This is an optimization exercise on Yosys and OpenROAD, whose aim is small area, a short achievable clock period and few clock cycles per item, not a production implementation. Function was checked by simulation only, so behaviour that the tests miss may differ from the original.

==> inputs of run a <==
## vrtb_ts
module vrtb_ts (
    input  wire        clk,
    input  wire        rst,
    input  wire        start,
    input  wire        next,
    input  wire [95:0] t0,
    input  wire [63:0] k0,
    input  wire [31:0] blk_size,
    input  wire [31:0] rate,
    output wire        ready,
    output reg         ts_valid,
    output wire [31:0] ts_sec,
    output wire [39:0] ts_frac,
    output wire        ts_err
);
Settings: LEC_CHECK=0, CAP_MARGIN=20, CORE_MARGIN=2, CORE_UTILIZATION=40, SETUP_SLACK_MARGIN=4, SLEW_MARGIN=20; clock period 8.0 ns.
run.sh (not shown) runs the stock make flow with config.mk's settings and CLKGATE_MAP_FILE= SYNTH_SCRIPT=/design/flow/synth_recipe.tcl, a recipe that flattens the netlist after the stock synthesis.
==> inputs of run b, as changes to run a <==
Settings changed: SETUP_SLACK_MARGIN 4 to unset.
==> results.txt <==
Of run b and run a, run a has the higher routed wire length (gap about 11%, measured against run a). Synthesized cell count is the same in run b and run a. Between run b and run a, the lower register-to-register slack is in run b (gap 1300 ps). Critical path depth: run a is lower than run b (1).
Testbench counts of run a, summed over its fixed seeds: cycles 3,940, items 1,152.
Testbench counts of run b, summed over its fixed seeds: cycles 3,940, items 1,152.

========
==> v32: inputs <==
==> flow/design.v <==
module vrtb_ts_add #(parameter W = 32, parameter L = 5) (
    input  wire [W-1:0] a,
    input  wire [W-1:0] b,
    input  wire         ci,
    output wire [W-1:0] s,
    output wire         co
);
    wire [W-1:0] p0 = a ^ b;
    wire [W-1:0] g0 = a & b;
    wire [W-1:0] gl [0:L];
    wire [W-1:0] pl [0:L];
    assign gl[0] = {g0[W-1:1], g0[0] | (p0[0] & ci)};
    assign pl[0] = p0;
    genvar l, i;
    generate
        for (l = 0; l < L; l = l + 1) begin : lv
            for (i = 0; i < W; i = i + 1) begin : bt
                if ((i >> l) & 1) begin : cmb
                    localparam integer J = ((i >> l) << l) - 1;
                    assign gl[l+1][i] = gl[l][i] | (pl[l][i] & gl[l][J]);
                    assign pl[l+1][i] = pl[l][i] & pl[l][J];
                end else begin : pas
                    assign gl[l+1][i] = gl[l][i];
                    assign pl[l+1][i] = pl[l][i];
                end
            end
        end
    endgenerate
    assign s  = p0 ^ {gl[L][W-2:0], ci};
    assign co = gl[L][W-1];
endmodule
module vrtb_ts_inc #(parameter W = 64, parameter L = 6) (
    input  wire [W-1:0] a,
    output wire [W-1:0] s
);
    wire [W-1:0] pl [0:L];
    assign pl[0] = a;
    genvar l, i;
    generate
        for (l = 0; l < L; l = l + 1) begin : lv
            for (i = 0; i < W; i = i + 1) begin : bt
                if ((i >> l) & 1) begin : cmb
                    localparam integer J = ((i >> l) << l) - 1;
                    assign pl[l+1][i] = pl[l][i] & pl[l][J];
                end else begin : pas
                    assign pl[l+1][i] = pl[l][i];
                end
            end
        end
    endgenerate
    assign s = a ^ {pl[L][W-2:0], 1'b1};
endmodule
module vrtb_ts (
    input  wire        clk,
    input  wire        rst,
    input  wire        start,
    input  wire        next,
    input  wire [95:0] t0,
    input  wire [63:0] k0,
    input  wire [31:0] blk_size,
    input  wire [31:0] rate,
    output wire        ready,
    output reg         ts_valid,
    output wire [31:0] ts_sec,
    output wire [39:0] ts_frac,
    output wire        ts_err
);
    localparam [39:0] PS  = 40'd1000000000000;
    localparam [27:0] P5  = 28'd244140625;           
    localparam [3:0] S_IDLE = 4'd0,
                     S_LD   = 4'd1,    
                     S_PS   = 4'd2,    
                     S_CP1  = 4'd3,    
                     S_BZ   = 4'd4,    
                     S_CP2  = 4'd5,    
                     S_HDBL = 4'd6,    
                     S_HADD = 4'd7,    
                     S_T0   = 4'd8,    
                     S_WRAP = 4'd9;    
    reg [3:0]  state;
    reg        phase;      
    reg [5:0]  cnt;        
    reg        first;      
    reg        kz;         
    reg        bz;         
    reg [5:0]  tcnt;       
    reg        wrap;       
    reg        r1;         
    reg        bzero, kzero;
    reg [5:0]  bmsb, kmsb;
    reg [31:0] y_sec;
    reg [39:0] y_frac;
    reg [31:0] y_rem;
    reg [31:0] y_remn;
    reg [31:0] r_r;
    reg [63:0] idx;
    reg [31:0] t_sec;
    reg        t_ovf;
    reg        t_hi;       
    reg [27:0] t_rem;
    reg [11:0] t_lo;
    wire [39:0] t_frac = {t_rem, t_lo};
    reg        a_kx, a_dbl, a_add, a_t, a_cpy, a_cps, a_ys0, a_nx;
    reg        b_cpy, b_cps, b_nx;
    reg [32:0] a_ra;
    reg [31:0] a_rbs;
    reg [31:0] a_rbd;
    reg        a_ci;
    reg [40:0] b_fa;
    reg [32:0] b_sa;
    reg        b_oa;
    reg [39:0] b_fb;
    reg [31:0] b_sb;
    reg        b_ob;
    reg        b_fc;
    assign ready   = (state == S_IDLE);
    assign ts_sec  = b_sa[31:0];
    assign ts_frac = b_fa[39:0];
    assign ts_err  = b_oa;
    function [5:0] msb32(input [31:0] v);
        integer i;
        begin
            msb32 = 6'd0;
            for (i = 0; i < 32; i = i + 1)
                if (v[i]) msb32 = i[5:0];
        end
    endfunction
    function [5:0] msb64(input [63:0] v);
        integer i;
        begin
            msb64 = 6'd0;
            for (i = 0; i < 64; i = i + 1)
                if (v[i]) msb64 = i[5:0];
        end
    endfunction
    wire [32:0] rs;
    wire        rs_c;
    vrtb_ts_add #(33, 6) u_rs (.a(a_ra), .b({1'b0, a_rbs}), .ci(1'b0), .s(rs), .co(rs_c));
    wire [33:0] rd;
    wire        rd_c;
    vrtb_ts_add #(34, 6) u_rd (.a({1'b0, a_ra}), .b({2'b11, a_rbd}), .ci(a_ci), .s(rd), .co(rd_c));
    wire        cr    = !rd[33];
    wire [31:0] rem_n = cr ? rd[31:0] : rs[31:0];
    wire [40:0] fs;
    wire        fs_c;
    vrtb_ts_add #(41, 6) u_fs (.a(b_fa), .b({1'b0, b_fb}), .ci(b_fc), .s(fs), .co(fs_c));
    wire [41:0] nps = ~{2'b00, PS};
    wire [41:0] fa2 = {1'b0, b_fa};
    wire [41:0] fb2 = {2'b00, b_fb};
    wire [41:0] fp  = fa2 ^ fb2 ^ nps;
    wire [41:0] fg  = {(fa2[40:0] & fb2[40:0]) | (fa2[40:0] & nps[40:0]) | (fb2[40:0] & nps[40:0]), b_fc};
    wire [41:0] fd;
    wire        fd_c;
    vrtb_ts_add #(42, 6) u_fd (.a(fp), .b(fg), .ci(1'b1), .s(fd), .co(fd_c));
    wire        cf     = !fd[41];
    wire [39:0] frac_n = cf ? fd[39:0] : fs[39:0];
    wire [32:0] ss0, ss1;
    wire        ss0_c, ss1_c;
    vrtb_ts_add #(33, 6) u_s0 (.a(b_sa), .b({1'b0, b_sb}), .ci(1'b0), .s(ss0), .co(ss0_c));
    vrtb_ts_add #(33, 6) u_s1 (.a(b_sa), .b({1'b0, b_sb}), .ci(1'b1), .s(ss1), .co(ss1_c));
    wire [32:0] ss     = cf ? ss1 : ss0;
    wire        ovf_n  = b_oa | b_ob | ss[32];
    wire [28:0] td_s = {t_rem, t_sec[31]};
    wire [28:0] td_d;
    wire        td_q;
    vrtb_ts_add #(29, 5) u_td (.a(td_s), .b(~{1'b0, P5}), .ci(1'b1), .s(td_d), .co(td_q));
    wire [63:0] idx_inc;
    vrtb_ts_inc #(64, 6) u_inc (.a(idx), .s(idx_inc));
    wire        idx_m1 = (idx[63:1] == {63{1'b1}}) && !idx[0];
    wire [5:0]  rmsb  = msb32(r_r);
    wire [30:0] ps_hi = PS[39:9];
    wire [30:0] rem_i = ps_hi >> (5'd31 - rmsb[4:0]);
    wire [63:0] hv   = phase ? idx : {32'd0, y_sec};
    wire        hbit = hv[cnt];
    reg        n_kx, n_dbl, n_add, n_ld, n_cin, n_cpy, n_cps, n_ys0, n_t, n_nx;
    reg [3:0]  n_state;
    reg [5:0]  n_cnt;
    reg        n_phase, n_kz, n_bz;
    wire       acc_next = (state == S_IDLE) && !start && next;
    task k_pass;
        begin
            n_kz    = kzero;
            n_phase = 1'b1;
            n_cnt   = kmsb - 6'd1;
            n_state = (kzero || kmsb == 6'd0) ? S_T0 : S_HDBL;
        end
    endtask
    task h_end;
        begin
            if (!phase) begin
                n_state = S_CP2;
            end else begin
                n_kz    = 1'b0;
                n_state = S_T0;
            end
        end
    endtask
    always @(*) begin
        n_kx = 1'b1; n_dbl = 1'b0; n_add = 1'b0; n_ld = 1'b0; n_cin = 1'b0;
        n_cpy = 1'b0; n_cps = 1'b0; n_ys0 = 1'b0; n_t = 1'b0; n_nx = 1'b0;
        n_state = state; n_cnt = cnt; n_phase = phase; n_kz = kz; n_bz = bz;
        case (state)
            S_IDLE: begin
                if (start) begin
                    n_bz    = 1'b0;
                    n_state = S_LD;
                end else if (next) begin
                    if (first) begin
                        n_nx = 1'b1;
                    end else if (wrap) begin
                        n_state = S_WRAP;
                    end else begin
                        n_nx  = 1'b1;
                        n_add = 1'b1;
                    end
                end
            end
            S_WRAP: begin
                n_nx = 1'b1; n_kx = 1'b0; n_t = 1'b1;
                n_state = S_IDLE;
            end
            S_LD: begin
                n_kx = 1'b0; n_ld = 1'b1;
                n_cnt = 6'd39 - rmsb;
                n_state = S_PS;
            end
            S_PS: begin
                n_dbl = 1'b1; n_cin = PS[cnt];
                n_cnt = cnt - 6'd1;
                if (cnt == 6'd0)
                    n_state = bzero ? S_BZ : (bmsb == 6'd0) ? S_CP2 : S_CP1;
            end
            S_CP1: begin
                n_cpy   = 1'b1;
                n_cnt   = bmsb - 6'd1;
                n_phase = 1'b0;
                n_state = S_HDBL;
            end
            S_BZ: begin
                n_kx    = 1'b0;
                n_bz    = 1'b1;
                n_state = S_CP2;
            end
            S_CP2: begin
                n_cpy = 1'b1; n_cps = 1'b1;
                if (bz) begin
                    n_kz    = 1'b1;
                    n_state = S_T0;
                end else
                    k_pass;
            end
            S_HDBL: begin
                n_dbl = 1'b1;
                if (hbit) begin
                    n_state = S_HADD;
                end else if (cnt != 6'd0) begin
                    n_cnt = cnt - 6'd1;
                end else
                    h_end;
            end
            S_HADD: begin
                n_add = 1'b1; n_ys0 = !phase;
                if (cnt != 6'd0) begin
                    n_cnt   = cnt - 6'd1;
                    n_state = S_HDBL;
                end else
                    h_end;
            end
            S_T0: begin
                if (tcnt == 6'd0) begin
                    n_t = 1'b1; n_kx = !kz;
                    n_state = S_IDLE;
                end
            end
            default: n_state = S_IDLE;
        endcase
        if (n_dbl) n_kx = 1'b0;
    end
    always @(posedge clk) begin
        a_ra  <= n_dbl ? {rem_n, n_cin} : n_kx ? {1'b0, rem_n} :
                 n_ld  ? {2'b00, rem_i} : 33'd0;
        a_rbs <= n_add ? y_rem  : 32'd0;
        a_rbd <= n_add ? y_remn : ~r_r;
        a_ci  <= !n_add;
        if (a_cpy) begin
            y_rem  <= a_ra[31:0];
            y_remn <= rd[31:0];
        end
        b_fa  <= a_dbl ? {frac_n, cr} : a_kx ? {1'b0, frac_n} : 41'd0;
        b_sa  <= a_dbl ? {ss[31:0], 1'b0} : a_kx ? {1'b0, ss[31:0]} : 33'd0;
        b_oa  <= (a_dbl | a_kx) & ovf_n;
        b_fb  <= a_add ? y_frac : a_t ? t_frac : 40'd0;
        b_sb  <= a_add ? (a_ys0 ? {31'd0, r1} : y_sec) : a_t ? t_sec : 32'd0;
        b_ob  <= a_t & t_ovf;
        b_fc  <= cr & !a_dbl;
        b_cpy <= a_cpy;
        b_cps <= a_cps;
        if (b_cpy) y_frac <= b_fa[39:0];
        if (b_cps) y_sec  <= b_sa[31:0];
        if (tcnt != 6'd0) begin
            t_rem <= td_q ? td_d[27:0] : td_s[27:0];
            t_sec <= {t_sec[30:0], td_q};
        end
        a_kx  <= n_kx;
        a_dbl <= n_dbl;
        a_add <= n_add;
        a_t   <= n_t;
        a_cpy <= n_cpy;
        a_cps <= n_cps;
        a_ys0 <= n_ys0;
        cnt   <= n_cnt;
        phase <= n_phase;
        kz    <= n_kz;
        bz    <= n_bz;
        bzero <= (y_sec == 32'd0);
        bmsb  <= msb32(y_sec);
        kzero <= (idx == 64'd0);
        kmsb  <= msb64(idx);
        if (ready && start) begin
            r_r   <= rate;
            y_rem <= blk_size;      
            idx   <= k0;
            wrap  <= (k0 == {64{1'b1}});
            t_hi  <= (t0[95:72] != 24'd0);
            t_rem <= t0[71:44];
            t_sec <= t0[43:12];
            t_lo  <= t0[11:0];
        end
        if (acc_next && !first) begin
            idx  <= idx_inc;
            wrap <= idx_m1;
        end
        if (state == S_LD) begin
            t_ovf <= t_hi || (t_rem >= P5);
            r1    <= (r_r == 32'd1);
            y_sec <= y_rem;         
        end
        if (rst) begin
            state    <= S_IDLE;
            first    <= 1'b0;
            tcnt     <= 6'd0;
            a_nx     <= 1'b0;
            b_nx     <= 1'b0;
            ts_valid <= 1'b0;
        end else begin
            state    <= n_state;
            a_nx     <= n_nx;
            b_nx     <= a_nx;
            ts_valid <= b_nx;
            if (ready && start) begin
                first <= 1'b1;
                tcnt  <= 6'd32;
            end else begin
                if (acc_next)
                    first <= 1'b0;
                if (tcnt != 6'd0)
                    tcnt <= tcnt - 6'd1;
            end
        end
    end
endmodule
==> flow/run.sh <==
#!/bin/bash
# synth_recipe.tcl (not shown) runs the flow's synth.tcl, then flattens the netlist and writes it again
# the make line also repeats each setting of config.mk as NAME=value (left out here)
make -C /OpenROAD-flow-scripts/flow DESIGN_CONFIG=/design/flow/config.mk WORK_HOME=/design/flow/orfs CLKGATE_MAP_FILE= SYNTH_SCRIPT=/design/flow/synth_recipe.tcl finish
==> flow/config.mk <==
export PLATFORM = sky130hd
export DESIGN_NAME = vrtb_ts
export DESIGN_NICKNAME = vrtb_ts
export VERILOG_FILES = /design/flow/design.v
export SDC_FILE = /design/flow/constraint.sdc
export NUM_CORES = 4
export LEC_CHECK = 0
export CAP_MARGIN = 20
export CORE_MARGIN = 2
export CORE_UTILIZATION = 40
export SETUP_SLACK_MARGIN = 4.5
export SLEW_MARGIN = 20
==> flow/constraint.sdc <==
create_clock -name core_clock -period 8.0 [get_ports {clk}]
set_input_delay 1.6000 -clock core_clock [delete_from_list [all_inputs] [get_ports {clk}]]
set_output_delay 1.6000 -clock core_clock [all_outputs]
set_load 0.01 [all_outputs]
==> inputs of v11, as changes to v32 <==
--- a/flow/design.v
+++ b/flow/design.v
@@ -70,3 +70,2 @@
     localparam [3:0] S_IDLE = 4'd0,
-                     S_LD   = 4'd1,    
                      S_PS   = 4'd2,    
@@ -88,2 +87,3 @@
     reg        r1;         
+    reg        ld1;        
     reg        bzero, kzero;
@@ -102,3 +102,3 @@
     wire [39:0] t_frac = {t_rem, t_lo};
-    reg        a_kx, a_dbl, a_add, a_t, a_cpy, a_cps, a_ys0, a_nx;
+    reg        a_kx, a_dbl, a_add, a_t, a_cpy, a_cps, a_ys0, a_nx, a_z;
     reg        b_cpy, b_cps, b_nx;
@@ -115,3 +115,4 @@
     reg        b_fc;
-    assign ready   = (state == S_IDLE);
+    reg        ready_r;
+    assign ready   = ready_r;
     assign ts_sec  = b_sa[31:0];
@@ -169,3 +170,3 @@
     wire        idx_m1 = (idx[63:1] == {63{1'b1}}) && !idx[0];
-    wire [5:0]  rmsb  = msb32(r_r);
+    wire [5:0]  rmsb  = msb32(rate);
     wire [30:0] ps_hi = PS[39:9];
@@ -173,4 +174,6 @@
     wire [63:0] hv   = phase ? idx : {32'd0, y_sec};
-    wire        hbit = hv[cnt];
-    reg        n_kx, n_dbl, n_add, n_ld, n_cin, n_cpy, n_cps, n_ys0, n_t, n_nx;
+    wire [5:0]  cm1  = cnt - 6'd1;
+    wire        hvm1 = hv[cm1];
+    reg         hbit;
+    reg        n_kx, n_dbl, n_add, n_ld, n_cin, n_cpy, n_cps, n_ys0, n_t, n_nx, n_z;
     reg [3:0]  n_state;
@@ -179,2 +182,3 @@
     wire       acc_next = (state == S_IDLE) && !start && next;
+    wire [3:0] t0_wait = (tcnt[5:1] == 5'd0) ? S_IDLE : S_T0;
     task k_pass;
@@ -182,5 +186,4 @@
             n_kz    = kzero;
-            n_phase = 1'b1;
-            n_cnt   = kmsb - 6'd1;
-            n_state = (kzero || kmsb == 6'd0) ? S_T0 : S_HDBL;
+            n_cnt   = cnt - 6'd1;
+            n_state = (kzero || cnt == 6'd0) ? t0_wait : S_HDBL;
         end
@@ -190,2 +193,4 @@
             if (!phase) begin
+                n_cnt   = kmsb;
+                n_phase = 1'b1;
                 n_state = S_CP2;
@@ -193,3 +198,3 @@
                 n_kz    = 1'b0;
-                n_state = S_T0;
+                n_state = t0_wait;
             end
@@ -199,3 +204,3 @@
         n_kx = 1'b1; n_dbl = 1'b0; n_add = 1'b0; n_ld = 1'b0; n_cin = 1'b0;
-        n_cpy = 1'b0; n_cps = 1'b0; n_ys0 = 1'b0; n_t = 1'b0; n_nx = 1'b0;
+        n_cpy = 1'b0; n_cps = 1'b0; n_ys0 = 1'b0; n_t = 1'b0; n_nx = 1'b0; n_z = 1'b0;
         n_state = state; n_cnt = cnt; n_phase = phase; n_kz = kz; n_bz = bz;
@@ -205,6 +210,8 @@
                     n_bz    = 1'b0;
-                    n_state = S_LD;
+                    n_ld = 1'b1;
+                    n_cnt = 6'd39 - rmsb;
+                    n_state = S_PS;
                 end else if (next) begin
                     if (first) begin
-                        n_nx = 1'b1;
+                        n_nx = 1'b1; n_t = 1'b1; n_kx = !kz;
                     end else if (wrap) begin
@@ -221,12 +228,18 @@
             end
-            S_LD: begin
-                n_kx = 1'b0; n_ld = 1'b1;
-                n_cnt = 6'd39 - rmsb;
-                n_state = S_PS;
-            end
             S_PS: begin
-                n_dbl = 1'b1; n_cin = PS[cnt];
+                n_dbl = 1'b1; n_cin = PS[cnt]; n_z = ld1;
                 n_cnt = cnt - 6'd1;
-                if (cnt == 6'd0)
-                    n_state = bzero ? S_BZ : (bmsb == 6'd0) ? S_CP2 : S_CP1;
+                if (cnt == 6'd0) begin
+                    if (bzero) begin
+                        n_state = S_BZ;
+                    end else if (bmsb == 6'd0) begin
+                        n_cnt   = kmsb;
+                        n_phase = 1'b1;
+                        n_state = S_CP2;
+                    end else begin
+                        n_cnt   = bmsb;
+                        n_phase = 1'b0;
+                        n_state = S_CP1;
+                    end
+                end
             end
@@ -234,4 +247,3 @@
                 n_cpy   = 1'b1;
-                n_cnt   = bmsb - 6'd1;
-                n_phase = 1'b0;
+                n_cnt   = cnt - 6'd1;
                 n_state = S_HDBL;
@@ -247,3 +259,3 @@
                     n_kz    = 1'b1;
-                    n_state = S_T0;
+                    n_state = t0_wait;
                 end else
@@ -269,6 +281,4 @@
             S_T0: begin
-                if (tcnt == 6'd0) begin
-                    n_t = 1'b1; n_kx = !kz;
+                if (tcnt[5:1] == 5'd0)
                     n_state = S_IDLE;
-                end
             end
@@ -279,7 +289,7 @@
     always @(posedge clk) begin
-        a_ra  <= n_dbl ? {rem_n, n_cin} : n_kx ? {1'b0, rem_n} :
-                 n_ld  ? {2'b00, rem_i} : 33'd0;
+        a_ra  <= n_ld  ? {2'b00, rem_i} : n_dbl ? {rem_n, n_cin} :
+                 n_kx  ? {1'b0, rem_n} : 33'd0;
         a_rbs <= n_add ? y_rem  : 32'd0;
-        a_rbd <= n_add ? y_remn : ~r_r;
-        a_ci  <= !n_add;
+        a_rbd <= n_add ? y_remn : n_ld ? 32'd0 : ~r_r;
+        a_ci  <= !n_add && !n_ld;
         if (a_cpy) begin
@@ -288,5 +298,5 @@
         end
-        b_fa  <= a_dbl ? {frac_n, cr} : a_kx ? {1'b0, frac_n} : 41'd0;
-        b_sa  <= a_dbl ? {ss[31:0], 1'b0} : a_kx ? {1'b0, ss[31:0]} : 33'd0;
-        b_oa  <= (a_dbl | a_kx) & ovf_n;
+        b_fa  <= a_dbl ? {frac_n & {40{!a_z}}, cr} : a_kx ? {1'b0, frac_n} : 41'd0;
+        b_sa  <= (a_dbl & !a_z) ? {ss[31:0], 1'b0} : a_kx ? {1'b0, ss[31:0]} : 33'd0;
+        b_oa  <= ((a_dbl & !a_z) | a_kx) & ovf_n;
         b_fb  <= a_add ? y_frac : a_t ? t_frac : 40'd0;
@@ -305,2 +315,3 @@
         a_dbl <= n_dbl;
+        a_z   <= n_z;
         a_add <= n_add;
@@ -311,2 +322,3 @@
         cnt   <= n_cnt;
+        hbit  <= hvm1;
         phase <= n_phase;
@@ -318,3 +330,3 @@
         kmsb  <= msb64(idx);
-        if (ready && start) begin
+        if ((state == S_IDLE) && start) begin
             r_r   <= rate;
@@ -332,3 +344,4 @@
         end
-        if (state == S_LD) begin
+        ld1 <= (state == S_IDLE) && start;
+        if (ld1) begin
             t_ovf <= t_hi || (t_rem >= P5);
@@ -339,2 +352,3 @@
             state    <= S_IDLE;
+            ready_r  <= 1'b1;
             first    <= 1'b0;
@@ -346,2 +360,3 @@
             state    <= n_state;
+            ready_r  <= (n_state == S_IDLE);
             a_nx     <= n_nx;
@@ -349,3 +364,3 @@
             ts_valid <= b_nx;
-            if (ready && start) begin
+            if ((state == S_IDLE) && start) begin
                 first <= 1'b1;
- TNS_END_PERCENT: not set -> 0
==> inputs of v7, as changes to v32 <==
--- a/flow/design.v
+++ b/flow/design.v
@@ -179,2 +179,3 @@
     wire       acc_next = (state == S_IDLE) && !start && next;
+    wire [3:0] t0_wait = (tcnt[5:1] == 5'd0) ? S_IDLE : S_T0;
     task k_pass;
@@ -184,3 +185,3 @@
             n_cnt   = kmsb - 6'd1;
-            n_state = (kzero || kmsb == 6'd0) ? S_T0 : S_HDBL;
+            n_state = (kzero || kmsb == 6'd0) ? t0_wait : S_HDBL;
         end
@@ -193,3 +194,3 @@
                 n_kz    = 1'b0;
-                n_state = S_T0;
+                n_state = t0_wait;
             end
@@ -208,3 +209,3 @@
                     if (first) begin
-                        n_nx = 1'b1;
+                        n_nx = 1'b1; n_t = 1'b1; n_kx = !kz;
                     end else if (wrap) begin
@@ -247,3 +248,3 @@
                     n_kz    = 1'b1;
-                    n_state = S_T0;
+                    n_state = t0_wait;
                 end else
@@ -269,6 +270,4 @@
             S_T0: begin
-                if (tcnt == 6'd0) begin
-                    n_t = 1'b1; n_kx = !kz;
+                if (tcnt[5:1] == 5'd0)
                     n_state = S_IDLE;
-                end
             end
- TNS_END_PERCENT: not set -> 0
==> qor summary <==
metric                                                     v7         v32         v11
Outcome                              timing/DRC/antenna clean  timing/DRC/antenna clean  timing/DRC/antenna clean
GR Util met3                                            2.97%       4.11%       3.51%
Count of placed standard cells including taps            5037        5051        5060
Number of global-route vias before repair               27400       28600       27900
Global router's overall resource usage                  22.8%       24.6%       23.7%
Average wire length per cell after detail routing     20.2 µm     21.7 µm     21.2 µm
Post-Route WL                                       105000 µm   116000 µm   111000 µm
Critical Path Sink                                   b_sa[25]     b_sa[6]     a_ra[9]
Bufs and invs on worst path                                 3           4           3
Routability-driven placement congestion ratio           0.934       0.910       0.921
Testbench counts of v32, summed over its fixed seeds: cycles 4,032, items 1,152.
Testbench counts of v11, summed over its fixed seeds: cycles 3,938, items 1,152.
Testbench counts of v7, summed over its fixed seeds: cycles 3,984, items 1,152.

what the ideal ports hide:
No port has a modelled driver above. Below, the same layouts with a new extraction and two added sets of constraints. Step 1 (the two cells are an assumption about what drives the block):
set clk [get_ports {clk}]
set_driving_cell -lib_cell sky130_fd_sc_hd__clkbuf_16 $clk
set_driving_cell -lib_cell sky130_fd_sc_hd__buf_2 [delete_from_list [all_inputs] $clk]
Step 2 moves the port delays by t, midway between the first and last clock arrival at a register: inputs arrive t later, outputs are due t later. That takes back most of the time a late clock gives input paths. a / b / c = no drivers / after step 1 / after step 2; a / b = the first two.
run | t (ns) | setup WS [ns] | hold WS [ns] | slew at the worst register clock pin (ns) | worst slew at a driven data input, ns
run a | 0.688 | 3.342 / 3.342 / 3.342 | 0.326 / 0.326 / 0.326 | 0.07 / 0.07 | 0.11
run b | 0.688 | 2.000 / 2.000 / 2.000 | 0.327 / 0.327 / 0.327 | 0.07 / 0.07 | 0.05
v32 | 0.677 | 4.109 / 4.109 / 3.952 | 0.336 / 0.336 / 0.336 | 0.06 / 0.06 | 0.09
v11 | 0.697 | 3.926 / 3.974 / 3.277 | 0.326 / 0.326 / 0.326 | 0.07 / 0.07 | 0.11
v7 | 0.679 | 3.865 / 3.838 / 3.630 | 0.333 / 0.333 / 0.333 | 0.06 / 0.06 | 0.08
After both steps setup and hold are still met in every run listed. The setup slack of v11, which loses most, moves by +0.048 ns with the drivers and by -0.649 ns with both steps.
